This is an optimization exercise on Yosys and OpenROAD, whose aim is small area, a short achievable clock period and few clock cycles, not a production implementation.
The RTL was checked by simulation tests, not by an equivalence proof against the original design.
Power figures rest on the tool's default switching activity, not on a simulated workload.

### flow/run.sh
#!/bin/bash
# synth_recipe.tcl (not shown) runs the flow's synth.tcl, then flattens the netlist and writes it again
# the make line also repeats each setting of config.mk as NAME=value (left out here)
make -C /OpenROAD-flow-scripts/flow DESIGN_CONFIG=/design/flow/config.mk WORK_HOME=/design/flow/orfs CLKGATE_MAP_FILE= SYNTH_SCRIPT=/design/flow/synth_recipe.tcl finish
### flow/config.mk
export PLATFORM = sky130hd
export DESIGN_NAME = pmask_rast
export DESIGN_NICKNAME = pmask_rast
export VERILOG_FILES = /design/flow/design.v
export SDC_FILE = /design/flow/constraint.sdc
export NUM_CORES = 4
export LEC_CHECK = 0
export CAP_MARGIN = 20
export CORE_MARGIN = 2
export CORE_UTILIZATION = 40
export SLEW_MARGIN = 20
### flow/constraint.sdc
create_clock -name core_clock -period 10.0 [get_ports {clk}]
set_input_delay 2.0000 -clock core_clock [delete_from_list [all_inputs] [get_ports {clk}]]
set_output_delay 2.0000 -clock core_clock [all_outputs]
set_load 0.01 [all_outputs]
### flow/design.v
module pmask_rast (
    input  wire        clk,
    input  wire        rst,
    input  wire        reg_en,
    input  wire        reg_we,
    input  wire [1:0]  reg_size,
    input  wire [11:0] reg_addr,
    input  wire [31:0] reg_wdata,
    output reg  [31:0] reg_rdata,
    output reg         reg_err,
    input  wire        mem_en,
    input  wire        mem_we,
    input  wire [1:0]  mem_size,
    input  wire [31:0] mem_addr,
    input  wire [31:0] mem_wdata,
    output reg  [31:0] mem_rdata,
    output reg         mem_err
);
    localparam MEM_BYTES = 256;
    localparam OP_RASTERIZE = 4'd1;
    localparam OP_CLEAR     = 4'd2;
    localparam OP_DRAW_RECT = 4'd3;
    localparam ERR_NONE     = 2'd0;
    localparam ERR_SIZE     = 2'd1;
    localparam ERR_RECT     = 2'd2;
    localparam ERR_ILLEGAL  = 2'd3;
    localparam S_IDLE   = 3'd0;
    localparam S_START  = 3'd1;
    localparam S_CLEAR  = 3'd2;
    localparam S_DINIT  = 3'd3;
    localparam S_DRAW   = 3'd4;
    localparam S_FINISH = 3'd5;
    reg [15:0] canvas_w, canvas_h, rect_x, rect_y, rect_w, rect_h;
    reg        busy, done, ovr;
    reg [1:0]  err;
    reg [31:0] mem [0:63];
    wire        reg_ok    = (reg_size == 2'd2) && (reg_addr[1:0] == 2'b00);
    wire [9:0]  reg_idx   = reg_addr[11:2];
    wire        reg_wr    = reg_en && reg_we && reg_ok;
    wire        cmd_wr    = reg_wr && (reg_idx == 10'd0);
    wire        status_wr = reg_wr && (reg_idx == 10'd1);
    wire [16:0] cw_plus7  = {1'b0, canvas_w} + 17'd7;
    wire [13:0] cur_pitch = cw_plus7[16:3];
    wire [31:0] status_val = {24'd0, 2'b00, err, 1'b0, ovr, done, busy};
    reg [31:0] reg_read_val;
    always @(*) begin
        case (reg_idx)
            10'd1:   reg_read_val = status_val;
            10'd2:   reg_read_val = {16'd0, canvas_w};
            10'd3:   reg_read_val = {16'd0, canvas_h};
            10'd4:   reg_read_val = {16'd0, rect_x};
            10'd5:   reg_read_val = {16'd0, rect_y};
            10'd6:   reg_read_val = {16'd0, rect_w};
            10'd7:   reg_read_val = {16'd0, rect_h};
            10'd8:   reg_read_val = {18'd0, cur_pitch};
            10'd9:   reg_read_val = MEM_BYTES;
            default: reg_read_val = 32'd0;
        endcase
    end
    wire [3:0]  cmd_op     = reg_wdata[3:0];
    wire        op_legal   = (cmd_op == OP_RASTERIZE) || (cmd_op == OP_CLEAR) ||
                             (cmd_op == OP_DRAW_RECT);
    wire        op_draws   = (cmd_op == OP_RASTERIZE) || (cmd_op == OP_DRAW_RECT);
    wire [29:0] canvas_bytes = cur_pitch * canvas_h;
    wire        too_big      = canvas_bytes > MEM_BYTES;
    wire [16:0] bottom       = {1'b0, rect_y} + {1'b0, rect_h};
    wire signed [17:0] right_x = {{2{rect_x[15]}}, rect_x} + $signed({2'b00, rect_w});
    wire signed [17:0] left_x  = rect_x[15] ? 18'sd0 : $signed({2'b00, rect_x});
    wire        rect_bad     = (rect_h == 16'd0) || (bottom > {1'b0, canvas_h}) ||
                               (right_x > $signed({2'b00, canvas_w}));
    reg [1:0] issue_err;
    always @(*) begin
        if (!op_legal)
            issue_err = ERR_ILLEGAL;
        else if (too_big)
            issue_err = ERR_SIZE;
        else if (op_draws && rect_bad)
            issue_err = ERR_RECT;
        else
            issue_err = ERR_NONE;
    end
    wire issue  = cmd_wr && !busy;
    wire accept = issue && (issue_err == ERR_NONE);
    reg [3:0]  l_op;
    reg [8:0]  l_total;    
    reg [8:0]  l_pitch;
    reg [7:0]  l_y;
    reg [8:0]  l_h;
    reg        l_span;     
    reg [7:0]  l_lbyte;
    reg [2:0]  l_lbo;
    reg [8:0]  l_rbyte;
    reg [2:0]  l_rbr;
    reg [2:0]  state;
    reg [8:0]  addr;       
    reg [8:0]  base;       
    reg [7:0]  col;        
    reg [8:0]  rows_left;
    wire [7:0] last_byte  = (l_rbr != 3'd0) ? l_rbyte[7:0] : (l_rbyte[7:0] - 8'd1);
    wire [7:0] lo_mask    = (col == l_lbyte) ? (8'hFF << l_lbo) : 8'hFF;
    wire [7:0] hi_mask    = ({1'b0, col} == l_rbyte) ? ~(8'hFF << l_rbr) : 8'hFF;
    wire [7:0] span_mask  = lo_mask & hi_mask;
    wire [7:0] draw_addr  = base[7:0] + col;
    wire [31:0] draw_word = mem[draw_addr[7:2]];
    wire [7:0]  draw_old  = draw_word[8*draw_addr[1:0] +: 8];
    reg        eng_we;
    reg [7:0]  eng_addr;
    reg [7:0]  eng_data;
    always @(*) begin
        eng_we   = 1'b0;
        eng_addr = 8'd0;
        eng_data = 8'd0;
        if (state == S_CLEAR) begin
            eng_we   = 1'b1;
            eng_addr = addr[7:0];
            eng_data = 8'd0;
        end else if (state == S_DRAW) begin
            eng_we   = 1'b1;
            eng_addr = draw_addr;
            eng_data = draw_old | span_mask;
        end
    end
    wire mem_ok = !busy &&
                  (((mem_size == 2'd0) && (mem_addr < MEM_BYTES)) ||
                   ((mem_size == 2'd2) && (mem_addr[1:0] == 2'b00) &&
                    (mem_addr <= MEM_BYTES - 4)));
    wire        host_we   = mem_en && mem_we && mem_ok;
    wire [31:0] host_word = mem[mem_addr[7:2]];
    wire [7:0]  host_byte = host_word[8*mem_addr[1:0] +: 8];
    integer k;
    always @(posedge clk) begin
        if (eng_we) begin
            for (k = 0; k < 4; k = k + 1)
                if (eng_addr[1:0] == k[1:0])
                    mem[eng_addr[7:2]][8*k +: 8] <= eng_data;
        end else if (host_we) begin
            if (mem_size == 2'd2)
                mem[mem_addr[7:2]] <= mem_wdata;
            else
                for (k = 0; k < 4; k = k + 1)
                    if (mem_addr[1:0] == k[1:0])
                        mem[mem_addr[7:2]][8*k +: 8] <= mem_wdata[7:0];
        end
    end
    always @(posedge clk) begin
        if (rst) begin
            mem_rdata <= 32'd0;
            mem_err   <= 1'b0;
        end else if (mem_en) begin
            mem_err <= !mem_ok;
            if (!mem_we)
                mem_rdata <= (mem_size == 2'd2) ? host_word : {24'd0, host_byte};
        end
    end
    always @(posedge clk) begin
        if (rst) begin
            canvas_w  <= 16'd0;
            canvas_h  <= 16'd0;
            rect_x    <= 16'd0;
            rect_y    <= 16'd0;
            rect_w    <= 16'd0;
            rect_h    <= 16'd0;
            busy      <= 1'b0;
            done      <= 1'b0;
            ovr       <= 1'b0;
            err       <= ERR_NONE;
            state     <= S_IDLE;
            reg_rdata <= 32'd0;
            reg_err   <= 1'b0;
        end else begin
            if (reg_en) begin
                reg_err <= !reg_ok;
                if (!reg_we)
                    reg_rdata <= reg_read_val;
            end
            if (reg_wr) begin
                case (reg_idx)
                    10'd2: canvas_w <= reg_wdata[15:0];
                    10'd3: canvas_h <= reg_wdata[15:0];
                    10'd4: rect_x   <= reg_wdata[15:0];
                    10'd5: rect_y   <= reg_wdata[15:0];
                    10'd6: rect_w   <= reg_wdata[15:0];
                    10'd7: rect_h   <= reg_wdata[15:0];
                    default: ;
                endcase
            end
            if (status_wr) begin
                if (reg_wdata[1]) done <= 1'b0;
                if (reg_wdata[2]) ovr  <= 1'b0;
            end
            if (cmd_wr && busy)
                ovr <= 1'b1;
            if (issue) begin
                l_op    <= cmd_op;
                l_total <= canvas_bytes[8:0];
                l_pitch <= cur_pitch[8:0];
                l_y     <= rect_y[7:0];
                l_h     <= rect_h[8:0];
                l_span  <= right_x > left_x;
                l_lbyte <= left_x[10:3];
                l_lbo   <= left_x[2:0];
                l_rbyte <= right_x[11:3];
                l_rbr   <= right_x[2:0];
                err     <= issue_err;
                if (accept) begin
                    busy  <= 1'b1;
                    done  <= 1'b0;
                    state <= S_START;
                end else begin
                    done  <= 1'b1;
                end
            end
            case (state)
                S_IDLE: ;
                S_START: begin
                    addr <= 9'd0;
                    if (l_op != OP_DRAW_RECT && l_total != 9'd0)
                        state <= S_CLEAR;
                    else
                        state <= S_DINIT;
                end
                S_CLEAR: begin
                    addr <= addr + 9'd1;
                    if (addr == l_total - 9'd1)
                        state <= S_DINIT;
                end
                S_DINIT: begin
                    rows_left <= l_h;
                    base      <= l_y * l_pitch;
                    col       <= l_lbyte;
                    if (l_op != OP_CLEAR && l_span)
                        state <= S_DRAW;
                    else
                        state <= S_FINISH;
                end
                S_DRAW: begin
                    if (col == last_byte) begin
                        col       <= l_lbyte;
                        base      <= base + l_pitch;
                        rows_left <= rows_left - 9'd1;
                        if (rows_left == 9'd1)
                            state <= S_FINISH;
                    end else begin
                        col <= col + 8'd1;
                    end
                end
                S_FINISH: begin
                    busy  <= 1'b0;
                    done  <= 1'b1;
                    err   <= ERR_NONE;
                    state <= S_IDLE;
                end
                default: state <= S_IDLE;
            endcase
        end
    end
endmodule
==> results.txt <==
==> synth_stat cells, types with 25 or more instances <==
cell type / n / share of area
edfxtp_1: 2144 / 0.53
nand2_1: 715 / 0.022
mux2i_1: 679 / 0.056
mux4_2: 664 / 0.12
a21oi_1: 446 / 0.018
o21ai_0: 443 / 0.018
nor2_1: 434 / 0.013
clkbuf_1: 400 / 0.012
o22ai_1: 304 / 0.016
inv_1: 287 / 0.0089
nand3_1: 275 / 0.011
ha_1: 211 / 0.022
fa_1: 181 / 0.030
dfxtp_1: 154 / 0.025
buf_2: 130 / 0.0054
xnor2_1: 95 / 0.0068
buf_1: 94 / 0.0029
and2_1: 84 / 0.0043
nand2b_1: 84 / 0.0043
a22oi_1: 75 / 0.0046
nor3_1: 70 / 0.0029
a211oi_1: 68 / 0.0042
nor4_1: 61 / 0.0031
mux2_2: 58 / 0.0054
and3_1: 55 / 0.0028
nand4_1: 52 / 0.0027
buf_4: 51 / 0.0032
xor2_1: 51 / 0.0037
a21o_1: 37 / 0.0023
a2111o_1: 33 / 0.0031
a31oi_1: 33 / 0.0017
o21a_1: 25 / 0.0015
==> critical path, delay by kind of cell, from the launching register on <==
kind | cells | cell delay, ps
AO/OA/AOI/OAI | 5 | 1500
XOR/XNOR | 1 | 650
adder cells (fa/ha/maj) | 7 | 3310
buffers and inverters | 3 | 330
flip-flops | 1 | 460
AND/OR/NAND/NOR | 13 | 2470
==> per-stage QoR <==
stage / util / cells / worst slack, ps
after global routing: 0.4475 / 13020 / 576.6
after CTS: 0.4471 / 13020 / 1092
final: 0.4476 / 13030 / 1045
after global placement: 0.4218 / 12580 / 1215
after detailed placement: 0.4219 / 12580 / 1139
after floorplan: - / 8918 / 1908
==> power by group <==
group,switching [µW],internal (µW),total (µW)
clock network,3860,5050,8910
registers,3.84,10400,10400
logic,427,312,739
==> cell families after synthesis <==
family / synth area share
DFF: 0.5553
and+or+nand+nor: 0.07244
AOI/OAI and AO/OA: 0.09127
muxes: 0.1853
buffers and inverters: 0.03359
adders and majority gates: 0.05155
xor gates and xnor gates: 0.01052
other: 0.00003086
==> routing by layer <==
| layer | vias up | track usage | wire length [µm] |
|---|---|---|---|
| met4 | 18 | 0.1606 | 28990 |
| met2 | 5383 | 0.4170 | 193300 |
| li1 | 34630 | - | - |
| met5 | - | 0 | 120 |
| met1 | 43060 | 0.3454 | 155200 |
| met3 | 1132 | 0.06288 | 47880 |
==> cell type report <==
cell class / count / area [µm²] / area share
clock buffer: 293 / 6436 / 0.04753
sequential: 2298 / 67460 / 0.4982
timing repair buffer: 377 / 3617 / 0.02671
tap: 3978 / 4977 / 0.03676
antenna: 7 / 17.52 / 0.0001294
multi-input combinational: 5647 / 50620 / 0.3738
clock inverter: 138 / 1194 / 0.008815
inverter: 288 / 1081 / 0.007984
==> worst paths after layout <==
| kind | from | depth (start not counted) | slack, ps | to |
|---|---|---|---|---|
| max | canvas_w[0]$_SDFFE_PP0P_ | 29 | 1040 | done$_SDFFE_PP0P_ |
| min | reg_rdata[10]$_SDFFE_PP0P_ | 2 | 460 | reg_rdata[10]$_SDFFE_PP0P_ |
| max reg2reg | canvas_w[0]$_SDFFE_PP0P_ | 29 | 1040 | done$_SDFFE_PP0P_ |
| min reg2reg | reg_rdata[10]$_SDFFE_PP0P_ | 2 | 460 | reg_rdata[10]$_SDFFE_PP0P_ |
==> flip-flops by register name, summed over array words and instances (netlist names), 16 cells and up <==
name and count:
mem 2048, mem_rdata 32, canvas_h 16, canvas_w 16, rect_h 16, rect_w 16, rect_x 16, rect_y 16
reg_rdata 16
==> impl_metrics.ini <==
[die]
dieHeight_um = 555.1
die_w_um = 555.1
start_util = 0.4016
coreArea_um2 = 302500
rows = 202
io_pins = 184
dieArea_um2 = 308200

[critical_path]
crit_type = flop to flop
end_kind = flop
crit_slowest_cell = xnor2_1
cp-start-kind = flop
worstPathRequired_ps = 10710
critPathMaxFanout = 9
path_common_cell = fa_1
arrival_ps = 9660
cp_slowest_stage_delay_ps = 650

[clocking]
clock_path_buffers = 4
postCtsHoldBufs = 0
h-tree-depth = 4
post_cts_resized = 0
cts_setup_buffers = 0
clockRootBuffer = clkbuf_16
clk_pin_slew_ps = 60
worstSkewPairLatency_ps = 950
numCtsBuffers = 245
clkSinkCount = 2298
cts_tree = yes

[detailed_routing]
dr.pass1.iters = 7
vias_per_cell = 6.465
ant_nets = 0
wl_per_cell_um = 32.67
route.detailed.drc = 0
vias = 84220
drt_iter0_drc = 10800
routed_wirelength_mm = 425.5

[grt]
grt_overflow = 0
grt_pass1_vias = 82090
grt_max_degree = 162
grtUsageTotal = 0.2696
antenna_found_initial = 22
grt_pass1_wl_mm = 600.6

[timing]
skew_ps = 87.14
slew_headroom = 0.1049
final-setup-viol-count = 0
tightest_slew_ps = 1338
fin_crit_ps = 8955
fmax_mhz = 111.7
whs_ps = 461.3
finalHoldViolations = 0
finalSetupTns_ps = 0
rsz0062_at_grt = false
slew_viol_final = 0
post-route-period-util = 0.8955

[final_layout]
layout-drive-gt1-share = 0.1565
area_growth_pct = 11.45
fin_area_um2 = 135400
final_common_cell = edfxtp_1
final_cell_mix = 2144 x edfxtp_1, 708 x nand2_1, 679 x mux2i_1
nFillCells = 26440
layout.nets = 9367

[synthesis]
synth-edff-count = 2144
postSynthAreaPerCell_um2 = 13.65
synth_cell_types = 96
ys.flop_type = edfxtp_1
syn-cell-area_um2 = 121500
ys_warn_count = 1
seq_area_frac_synth = 0.5553
synth-async-reset-ratio = 0
synthCells = 8903
synth_seq_cells = 2298

[place]
gp_congestion = 0.9231
numPortBuffers = 151
placed_area_um2 = 127600
detailed_place_hpwl_mm = 279.2

[outcome]
outcome = finished clean

[run]
max_cap_violations = 0

[power]
ir_worst_vdd_v = 0.0001468
powerDensity_nw_per_um2 = 147.7
leakagePower_uw = 0.04575
finalPower_uw = 20000

[hold_path]
hold_path_class = flop to flop
Testbench counts, summed over its fixed seeds: cycles 100,214.

[afterwards: timing with drivers on the ports]
In the flow no input, the clock included, has a driving cell. The finished layout below was timed again as built, in two steps. Step 1: set_driving_cell puts a clkbuf_16 on clk and a buf_2 on each other input, an assumption about the parent block. Step 2, shift: input delay + t, output delay - t, t = (earliest + latest rising clock arrival at the registers) / 2. This alone moves slack from input paths to output paths. Three values: ideal ports, drivers, drivers and shift; two values: the first two.
shift t [ns]: 0.996
slack for setup (ns): 1.045 / 1.045 / 1.045
hold WS [ns]: 0.461 / 0.461 / 0.461
After both steps this run still meets setup and hold. The setup slack of this run moves by 0.000 ns with the drivers and by 0.000 ns with both steps.
